From an optimization exercise on the open Yosys and OpenROAD flow, aimed at small area, a short achievable clock period and few clock cycles; shortcuts taken in it are not production practice.
At most, simulation tests tie the RTL to the original design; equivalence was not proved.
Power and IR drop assume default switching activity.

==> run a: inputs <==
Design gsm7_codec, start of the top module:
module gsm7_codec (
    input  wire        clk,
    input  wire        rst,
    input  wire        cmd_valid,
    output wire        cmd_ready,
    input  wire        cmd_dec,       
    input  wire [2:0]  cmd_pad,       
    input  wire [8:0]  cmd_len,       
    input  wire        in_valid,
    output wire        in_ready,
    input  wire [15:0] in_data,
    output reg         out_valid,
    output wire [15:0] out_data,
    output reg         done,
    output wire        done_err,
    output wire [8:0]  done_pos,
    output wire        done_escp
);
export LEC_CHECK = 0
export ABC_AREA = 1
export ABC_CLOCK_PERIOD_IN_PS = 3000
export CAP_MARGIN = 20
export CORE_MARGIN = 5
export CORE_UTILIZATION = 25
export CTS_BUF_LIST = sky130_fd_sc_hd__clkbuf_2 sky130_fd_sc_hd__clkbuf_4
export CTS_CLUSTER_SIZE = 30
export SETUP_SLACK_MARGIN = 5
export SLEW_MARGIN = 20
create_clock -name core_clock -period 8.0 [get_ports {clk}]
standard.sh (not shown) runs the stock make flow with config.mk's settings and CLKGATE_MAP_FILE= SYNTH_SCRIPT=/design/flow/synth_recipe.tcl, a recipe that flattens the netlist after the stock synthesis.
==> flow/flow/run.sh <==
#!/bin/bash
# Own flow: the standard flow, with the port buffers made from the
# smallest buffer cell instead of the default choice.
set -euo pipefail
# the standard synthesis, unchanged
bash standard.sh synth > synth.log 2>&1
# the rest of the standard flow
bash standard.sh 'BUFFER_PORTS_ARGS=-buffer_cell sky130_fd_sc_hd__buf_1' finish > layout.log 2>&1
==> run b (differences from run a) <==
- CTS_BUF_LIST: sky130_fd_sc_hd__clkbuf_2 sky130_fd_sc_hd__clkbuf_4 -> sky130_fd_sc_hd__clkbuf_16
- CTS_CLUSTER_DIAMETER: not set -> 500
- CTS_CLUSTER_SIZE: 30 -> 100
==> summary.txt <==
item	run b	run a
Outcome	complete, no violations	complete, no violations
Power spent charging and discharging nets	0.3552 mW	0.3382 mW
Vias in the first global route	5841	5809
Met3 demand-to-capacity share in global routing	0.01802	0.01725
Fraction of layout cells with a size suffix above 1	0.1179	0.1285
Fmax achieved	352.6 MHz	351.5 MHz
Clock insertion delay at the later pin of the skew report	0.34 ns	0.44 ns
Clk network pwr share	0.329	0.220
Final nets	1026	1030
Required arrival time at the worst endpoint	8.09 ns	8.19 ns
Average wire length per cell after detail routing	14.19 µm	14.14 µm
Power of the combinational group	0.296 mW	0.300 mW
Leakage component of the power	2.894 nW	2.858 nW
Worst hold slack after final layout	0.4689 ns	0.4773 ns
Filler cell count in the final layout	2525	2533
Aggregate routed wire length	18.01 mm	18.00 mm
Via count normalized by instance count	4.970	4.963
Clkbuf count	9	13
Clock-cell share of area	0.03735	0.01651
Number of cells traversed by the worst register-to-register path	19	17
Peak supply drop	0.1129 mV	0.08534 mV
Sequential share of cell area	0.2485	0.2522
Testbench counts of run a, summed over its fixed seeds: cycles 15,854.
Testbench counts of run b, summed over its fixed seeds: cycles 15,854.

==> sierra <==
gsm7_codec, a different RTL version from the one above (not shown whole).
export LEC_CHECK = 0
export ABC_CLOCK_PERIOD_IN_PS = 3000
export CAP_MARGIN = 20
export CORE_MARGIN = 5
export CORE_UTILIZATION = 25
export CTS_BUF_LIST = sky130_fd_sc_hd__clkbuf_4 sky130_fd_sc_hd__clkbuf_8
export CTS_CLUSTER_SIZE = 30
export SETUP_SLACK_MARGIN = 5
export SLEW_MARGIN = 20
create_clock -name core_clock -period 8.0 [get_ports {clk}]
Scripts as last shown in full above: flow/flow/run.sh
==> harbor: changes against sierra <==
--- a/flow/design.v
+++ b/flow/design.v
@@ -117,12 +117,12 @@
     wire        in_esc = ((in_data[15:8] == 8'h00) &&
                           (il == 8'h5B || il == 8'h5C || il == 8'h5D || il == 8'h5E ||
                            il == 8'h7B || il == 8'h7C || il == 8'h7D || il == 8'h7E)) ||
                          (in_data == 16'h20AC);
     wire [6:0]  d_sept = acc;
-    wire        d_ext  = busy && dec && (cnt != 9'd0) && (n >= 4'd7);
-    wire        d_real = d_ext && !half;                  
+    wire        d_ext  = busy && dec && (cnt != 9'd0) && (n >= 4'd7) && !half;
+    wire        d_real = d_ext;
     wire        d_mark = (d_sept == ESC_MARK);
     wire [15:0] d_cu;
     wire        d_eok;
     gsm7_s2c u_s2c (.esc(esc), .sept(d_sept), .cu(d_cu), .esc_ok(d_eok));
     wire        d_bad  = d_real && !d_mark && esc && !d_eok;
@@ -138,36 +138,39 @@
     wire [14:0] comb   = s_base | ({7'd0, s_data} << d_n1[2:0]);
     wire        fin_done = dec ? d_done : e_done;
     wire        busy_n = cmd_acc || (busy && !fin_done);
     wire [8:0]  cnt_n  = cmd_acc ? cmd_len :
                          (!dec && in_acc) || d_real ? cnt - 9'd1 : cnt;
-    wire [3:0]  dn_n   = d_load ? d_n1 + 4'd8 : d_n1;
+    wire [3:0]  dn_n   = (d_load && !half) ? d_n1 + 4'd8 : d_n1;
     wire [3:0]  n_n    = cmd_acc ? (!cmd_dec ? {1'b0, cmd_pad} :
-                                    (cmd_pad == 3'd0) ? 4'd0 : 4'd7 - {1'b0, cmd_pad}) :
+                                    (cmd_pad == 3'd0) ? 4'd0 : 4'd8 - {1'b0, cmd_pad}) :
                          dec ? dn_n :
                          e_tok ? {1'b0, n[2:0] - 3'd1} : n;
     wire        half_n = cmd_acc ? (cmd_dec && cmd_pad != 3'd0) :
-                         dec ? (half && !d_ext) : e_two;
+                         dec ? (half && !d_load) : e_two;
     wire        dec_n  = cmd_acc ? cmd_dec : dec;
     wire        v0_n   = !cmd_acc && ((v0 && !(dec ? d_load : e_cons)) || in_acc);
     wire        c_ge1 = (cnt != 9'd0);
     wire        c_ge2 = (cnt[8:1] != 8'd0);
     wire        c_ge3 = (cnt[8:2] != 7'd0) || (cnt[1:0] == 2'd3);
     wire        c_ge4 = (cnt[8:2] != 7'd0);
     wire        c_ge5 = (cnt[8:3] != 6'd0) || (cnt[2:0] > 3'd4);
-    wire        k_ge1 = d_real ? c_ge2 : (c_ge1 || half_n);
-    wire        k_ge2 = d_real ? c_ge3 : (c_ge2 || (c_ge1 && half_n));
-    wire        k_ge3 = d_real ? c_ge4 : (c_ge3 || (c_ge2 && half_n));
-    wire        k_ge4 = d_real ? c_ge5 : (c_ge4 || (c_ge3 && half_n));
+    wire        k_ge1 = d_real ? c_ge2 : c_ge1;
+    wire        k_ge2 = d_real ? c_ge3 : c_ge2;
+    wire        k_ge3 = d_real ? c_ge4 : c_ge3;
+    wire        k_ge4 = d_real ? c_ge5 : c_ge4;
     function need(input [4:0] have);
         need = k_ge4 || (k_ge3 && have < 5'd21) || (k_ge2 && have < 5'd14) ||
                (k_ge1 && have < 5'd7);
     endfunction
     wire        v0_keep = v0 && !d_load;
-    wire        dn_rdy  = busy && !d_done && need({1'b0, dn_n} + (v0_keep ? 5'd8 : 5'd0)) &&
-                          (!v0_keep || dn_n <= 4'd14);
-    wire        da_rdy  = !zw && need({1'b0, dn_n} + 5'd8) && (dn_n <= 4'd14);
+    wire        dn_rdy  = busy && !d_done &&
+                          ((half_n && !v0_keep) ||
+                           need({1'b0, dn_n} + ((v0_keep && !half_n) ? 5'd8 : 5'd0))) &&
+                          (!v0_keep || half_n || dn_n <= 4'd14);
+    wire        da_rdy  = !zw && need({1'b0, dn_n} + (half_n ? 5'd0 : 5'd8)) &&
+                          (half_n || dn_n <= 4'd14);
     wire        en_rdy  = busy && c_ge1;
     wire        ea_rdy  = (cnt != 9'd1) && !in_esc;
     wire        new_rdy = (cmd_len != 9'd0) || (cmd_dec && cmd_pad != 3'd0);
     wire        fin_n   = cmd_acc ? (cmd_len == 9'd0 && !(cmd_dec && cmd_pad != 3'd0)) :
                           (e_lastt && e_emit && e_left);
@@ -207,12 +210,12 @@
         if (cmd_acc) begin
             w[15:8] <= 8'd0;
             acc     <= 7'd0;
         end else if (dec) begin
             if (busy) begin
-                w[15:8] <= comb[14:7];
-                acc     <= comb[6:0];
+                w[15:8] <= half ? 8'd0 : comb[14:7];
+                acc     <= half ? comb[14:8] : comb[6:0];
             end
         end else begin
             if (e_tok) acc <= (n[2:0] != 3'd0) ? comb[14:8] : comb[6:0];
         end
         out_lo <= dec ? d_cu[7:0] : comb[7:0];
Settings changed: ABC_AREA set to 1.
==> ember: changes against sierra <==
==> flow/flow/run.sh (replaced) <==
#!/bin/bash
set -euo pipefail
# the standard synthesis, unchanged
bash standard.sh synth > synth.log 2>&1
# the rest of the standard flow
bash standard.sh 'BUFFER_PORTS_ARGS=-buffer_cell sky130_fd_sc_hd__buf_1' \
    SETUP_SLACK_MARGIN=5.3 finish > layout.log 2>&1
==> summary.txt <==
status -> no timing/DRC/antenna violations
Register-to-Register Path Depth -> 9
grt met3 use -> 3.240%
Place WS -> 4363 ps
GP Congestion -> 0.9023
Seq area share -> 18.19%
(the above is from ember)
==> summary.txt <==
status -> no timing/DRC/antenna violations
Seq area share -> 22.99%
Die H -> 163.8 um
Register-to-Register Path Depth -> 24
GP Congestion -> 0.9543
Place WS -> 3882 ps
peak supply drop -> 0.00006610 V
(the above is from harbor)
==> summary.txt <==
GP Congestion -> 0.8705
grt met3 use -> 2.184%
status -> no timing/DRC/antenna violations
Register-to-Register Path Depth -> 12
Seq area share -> 19.65%
Place WS -> 4128 ps
(the above is from sierra)
No functional check of the RTL was part of any run of this note.

==> job 769 <==
Another version of the RTL of gsm7_codec (not shown whole).
clock: 8.0 ns
lec_check: 0
abc_clock_period_in_ps: 3000
cap_margin: 20
core_margin: 5
core_utilization: 25
setup_slack_margin: 5
slew_margin: 20
run.sh (not shown) runs the stock make flow with config.mk's settings and CLKGATE_MAP_FILE= SYNTH_SCRIPT=/design/flow/synth_recipe.tcl, a recipe that flattens the netlist after the stock synthesis.
Stock flow here: none of the scripts above is used.
==> job 5174 (differences from job 769) <==
--- a/flow/design.v
+++ b/flow/design.v
@@ -63,15 +63,15 @@
     input  wire        cmd_dec,       
     input  wire [2:0]  cmd_pad,       
     input  wire [8:0]  cmd_len,       
     input  wire        in_valid,
     output wire        in_ready,
     input  wire [15:0] in_data,
     output reg         out_valid,
-    output reg  [15:0] out_data,
+    output wire [15:0] out_data,
     output reg         done,
     output wire        done_err,
     output wire [8:0]  done_pos,
     output wire        done_escp
 );
     localparam [6:0] ESC_MARK = 7'h1B;
     reg         busy;        
@@ -84,20 +84,24 @@
     reg  [15:0] w;           
     reg         v0, v1;      
     reg         half;        
     reg  [2:0]  n;           
     reg  [6:0]  acc;         
     reg         esc;
     reg         err;
-    reg  [8:0]  pos;         
+    reg  [8:0]  pos;
+    reg  [7:0]  out_lo;      
+    reg         out_g;       
+    reg         out_e;       
     assign cmd_ready = cmd_rdy;
     assign in_ready  = in_rdy;
     assign done_err  = err;
     assign done_pos  = pos;
     assign done_escp = esc;
+    assign out_data  = {2'b00, out_e, 3'b000, out_g, out_g, out_lo};
     wire cmd_acc = cmd_valid & cmd_rdy;
     wire in_acc  = in_valid & in_rdy;
     wire        c_def, c_esc;
     wire [6:0]  c_sept;
     gsm7_c2s u_c2s (.cu(w), .def_hit(c_def), .esc_hit(c_esc), .sept(c_sept));
     wire        e_tok  = busy && !dec && v0;             
     wire        e_hit  = c_def | c_esc;
@@ -136,72 +140,85 @@
     wire [8:0]  cnt_n  = cmd_acc ? cmd_len :
                          (!dec && in_acc) || d_ext ? cnt - 9'd1 : cnt;
     wire [2:0]  n_n    = cmd_acc ? cmd_pad :
                          (e_add || d_ext) ? n - 3'd1 : n;
     wire        dec_n  = cmd_acc ? cmd_dec : dec;
     wire        v0_n   = dec ? (a0 || in_acc) : ((v0 && !e_cons) || in_acc);
     wire        v1_n   = dec && (a1 || to1);
-    wire        enc_rdy = (cnt_n != 9'd0) && !(in_acc && in_esc);
-    wire        cnt_ge3 = (cnt_n[8:2] != 7'd0) || (cnt_n[1:0] == 2'd3);
-    wire        cnt_2   = (cnt_n == 9'd2);
-    wire        cnt_1   = (cnt_n == 9'd1);
-    wire        both_n  = v0_n && v1_n;
-    wire        need_n  = !v0_n ? (cnt_n != 9'd0) :
-                          cnt_ge3 || (cnt_2 && (!v1_n || n_n > 3'd2)) ||
-                          (cnt_1 && !v1_n && n_n >= 3'd2);
+    wire        c_ge1 = (cnt != 9'd0);
+    wire        c_ge2 = (cnt[8:1] != 8'd0);
+    wire        c_ge3 = (cnt[8:2] != 7'd0) || (cnt[1:0] == 2'd3);
+    wire        c_ge4 = (cnt[8:2] != 7'd0);
+    wire        nz_n  = d_ext ? c_ge2 : c_ge1;
+    wire        ge3_n = d_ext ? c_ge4 : c_ge3;
+    wire        eq2_n = d_ext ? (c_ge3 && !c_ge4) : (c_ge2 && !c_ge3);
+    wire        eq1_n = d_ext ? (c_ge2 && !c_ge3) : (c_ge1 && !c_ge2);
+    wire [2:0]  p_n   = d_ext ? n - 3'd1 : n;
+    wire        dn_need = !a0 ? nz_n :
+                          ge3_n || (eq2_n && (!a1 || p_n > 3'd2)) || (eq1_n && !a1 && p_n >= 3'd2);
+    wire        dn_rdy  = busy && !d_lastt && !fin && (zw || dn_need) && (!(a0 && a1) || p_n != 3'd0);
+    wire        da_need = ge3_n || (eq2_n && (!a0 || p_n > 3'd2)) || (eq1_n && !a0 && p_n >= 3'd2);
+    wire        da_rdy  = !zw && da_need && (!a0 || p_n != 3'd0);
+    wire        en_rdy  = busy && c_ge1;
+    wire        ea_rdy  = (cnt != 9'd1) && !in_esc;
+    wire        new_rdy = (cmd_len != 9'd0) || (cmd_dec && cmd_pad != 3'd0);
     wire        zw_n    = cmd_acc ? (cmd_dec && cmd_len == 9'd0 && cmd_pad != 3'd0) :
                           (zw && !in_acc);
-    wire        dec_rdy = (zw_n || need_n) && (!both_n || n_n != 3'd0);
+    wire        rdy_n   = cmd_acc ? new_rdy :
+                          in_acc  ? (dec ? da_rdy : ea_rdy) :
+                                    (dec ? dn_rdy : en_rdy);
     always @(posedge clk) begin
         if (rst) begin
             busy      <= 1'b0;
             cmd_rdy   <= 1'b0;
             in_rdy    <= 1'b0;
             fin       <= 1'b0;
             v0        <= 1'b0;
             v1        <= 1'b0;
-            half      <= 1'b0;
-            zw        <= 1'b0;
             out_valid <= 1'b0;
             done      <= 1'b0;
         end else begin
-            busy    <= busy_n;
-            dec     <= dec_n;
-            cnt     <= cnt_n;
-            n       <= n_n;
-            zw      <= zw_n;
-            cmd_rdy <= !busy_n;
-            in_rdy  <= busy_n && (dec_n ? dec_rdy : enc_rdy);
-            v0      <= busy_n && v0_n;
-            v1      <= busy_n && v1_n;
-            half    <= e_two;
-            fin     <= cmd_acc ? (cmd_len == 9'd0 && !(cmd_dec && cmd_pad != 3'd0)) :
-                       (e_lastt && e_emit && e_left);
-            if (in_acc) begin
-                if (!dec || !to1) w[7:0] <= in_data[7:0];
-                if (!dec)         w[15:8] <= in_data[15:8];
-                else if (to1)     w[15:8] <= in_data[7:0];
-            end else if (d_shift) begin
-                w[7:0] <= w[15:8];
-            end
-            if (in_acc && dec && !to1 && d_shift) w[7:0] <= in_data[7:0];
-            if (in_acc && dec && to1 && d_shift) w[7:0] <= w[15:8];
-            if (cmd_acc)
-                acc <= 7'd0;
-            else if (e_add || fin)
-                acc <= (fin || e_done) ? 7'd0 : (n != 3'd0) ? e_comb[14:8] : e_comb[6:0];
+            busy      <= busy_n;
+            cmd_rdy   <= !busy_n;
+            in_rdy    <= rdy_n;
+            v0        <= busy_n && v0_n;
+            v1        <= busy_n && v1_n;
+            fin       <= cmd_acc ? (cmd_len == 9'd0 && !(cmd_dec && cmd_pad != 3'd0)) :
+                         (e_lastt && e_emit && e_left);
             out_valid <= dec ? d_out : e_out;
-            out_data  <= dec ? d_cu : {8'd0, e_comb[7:0]};
             done      <= busy && fin_done;
-            if (cmd_acc) begin
-                esc <= 1'b0;
-                err <= 1'b0;
-                pos <= 9'h1FF;
-            end else begin
-                if (d_ext) esc <= d_mark;
-                if ((e_cons && !e_hit) || d_bad) err <= 1'b1;
-                if (((e_tok && !half) || d_ext) && !err)
-                    pos <= pos + 9'd1;
-            end
+        end
+    end
+    always @(posedge clk) begin
+        dec  <= dec_n;
+        cnt  <= cnt_n;
+        n    <= n_n;
+        zw   <= zw_n;
+        half <= e_two;
+        if (in_acc) begin
+            if (!dec || !to1) w[7:0] <= in_data[7:0];
+            if (!dec)         w[15:8] <= in_data[15:8];
+            else if (to1)     w[15:8] <= in_data[7:0];
+        end else if (d_shift) begin
+            w[7:0] <= w[15:8];
+        end
+        if (in_acc && dec && !to1 && d_shift) w[7:0] <= in_data[7:0];
+        if (in_acc && dec && to1 && d_shift) w[7:0] <= w[15:8];
+        if (cmd_acc)
+            acc <= 7'd0;
+        else if (e_add)
+            acc <= (n != 3'd0) ? e_comb[14:8] : e_comb[6:0];
+        out_lo <= dec ? d_cu[7:0] : e_comb[7:0];
+        out_g  <= dec && d_cu[8];
+        out_e  <= dec && d_cu[13];
+        if (cmd_acc) begin
+            esc <= 1'b0;
+            err <= 1'b0;
+            pos <= 9'h1FF;
+        end else begin
+            if (d_ext) esc <= d_mark;
+            if ((e_cons && !e_hit) || d_bad) err <= 1'b1;
+            if (((e_tok && !half) || d_ext) && !err)
+                pos <= pos + 9'd1;
         end
     end
 endmodule
--- a/flow/config.mk
+++ b/flow/config.mk
@@ -5,9 +5,10 @@
 export SDC_FILE = /design/flow/constraint.sdc
 export NUM_CORES = 4
 export LEC_CHECK = 0
 export ABC_CLOCK_PERIOD_IN_PS = 3000
 export CAP_MARGIN = 20
 export CORE_MARGIN = 5
 export CORE_UTILIZATION = 25
+export CTS_BUF_LIST = sky130_fd_sc_hd__clkbuf_2 sky130_fd_sc_hd__clkbuf_4 sky130_fd_sc_hd__clkbuf_8
 export SETUP_SLACK_MARGIN = 5
 export SLEW_MARGIN = 20
==> comparison table <==
	job 769	job 5174
Result of the run	no timing/DRC/antenna violations	no timing/DRC/antenna violations
Total power divided by cell area	144 nW/µm²	122 nW/µm²
Final std cells w/o fill	1228	1165
Clock power frac	33.4%	26.7%
Endpoint of the worst setup timing path	in_rdy	out_lo[6]
Detailed-route wire length per cell	18.1 µm	18.3 µm
Peak clock frequency supported by timing	315 MHz	332 MHz
CP Class	input port to flip-flop	flip-flop to flip-flop
GP Congestion	0.868	0.906
Sequential group power	0.416 mW	0.384 mW
WP depth	11	10
Launch point of the critical path	in_valid	w[3]
Count of flip-flops with a built-in enable after synthesis	57	29
Met2 usage in global routing	22.9%	20.9%
Area share of xor/xnor cells in the synthesized design	2.19%	1.55%
Site Rows	58	57
Root Buffer Master	sky130_fd_sc_hd__clkbuf_16	sky130_fd_sc_hd__clkbuf_8
Total buffers and inverters traversed by the critical path	1	2
Testbench counts of job 5174, summed over its fixed seeds: cycles 16,021.
Function not checked in job 769: the RTL went through the layout flow alone.

-- static timing again, ports no longer ideal --
How much do the figures lean on ideal ports? The routed layouts below were timed once more, with nothing changed but the port constraints.
Step 1, drivers: a clkbuf_16 drives clk and a buf_2 each remaining input, both assumed.
Step 2 also shifts input and output timing later by t, the mid clock arrival at the registers, as if the neighbouring blocks saw the same clock.
a / b / c = ideal / step 1 / step 2; a / b = the first two.
run	shift t [ns]	setup WS [ns]	worst setup path after step 2	clock arrival spread, ns	pins driven straight from the clock port
run a	0.463	5.155 / 5.148 / 4.698	input to register	0.017 / 0.017	1
run b	0.374	5.164 / 5.178 / 4.804	input to register	0.008 / 0.008	1
sierra	0.399	4.956 / 4.968 / 4.569	input to register	0.014 / 0.013	1
harbor	0.394	4.982 / 4.947 / 4.553	input to register	0.019 / 0.019	1
ember	0.401	5.025 / 5.025 / 4.666	input to register	0.012 / 0.011	1
job 769	0.382	4.822 / 4.811 / 4.429	input to register	0.017 / 0.018	1
job 5174	0.393	4.985 / 4.985 / 4.633	input to register	0.012 / 0.012	1
After both steps setup and hold are still met in every run listed. For run a, which loses most, drivers alone change the setup slack by -0.007 ns; drivers and shift together by -0.457 ns.
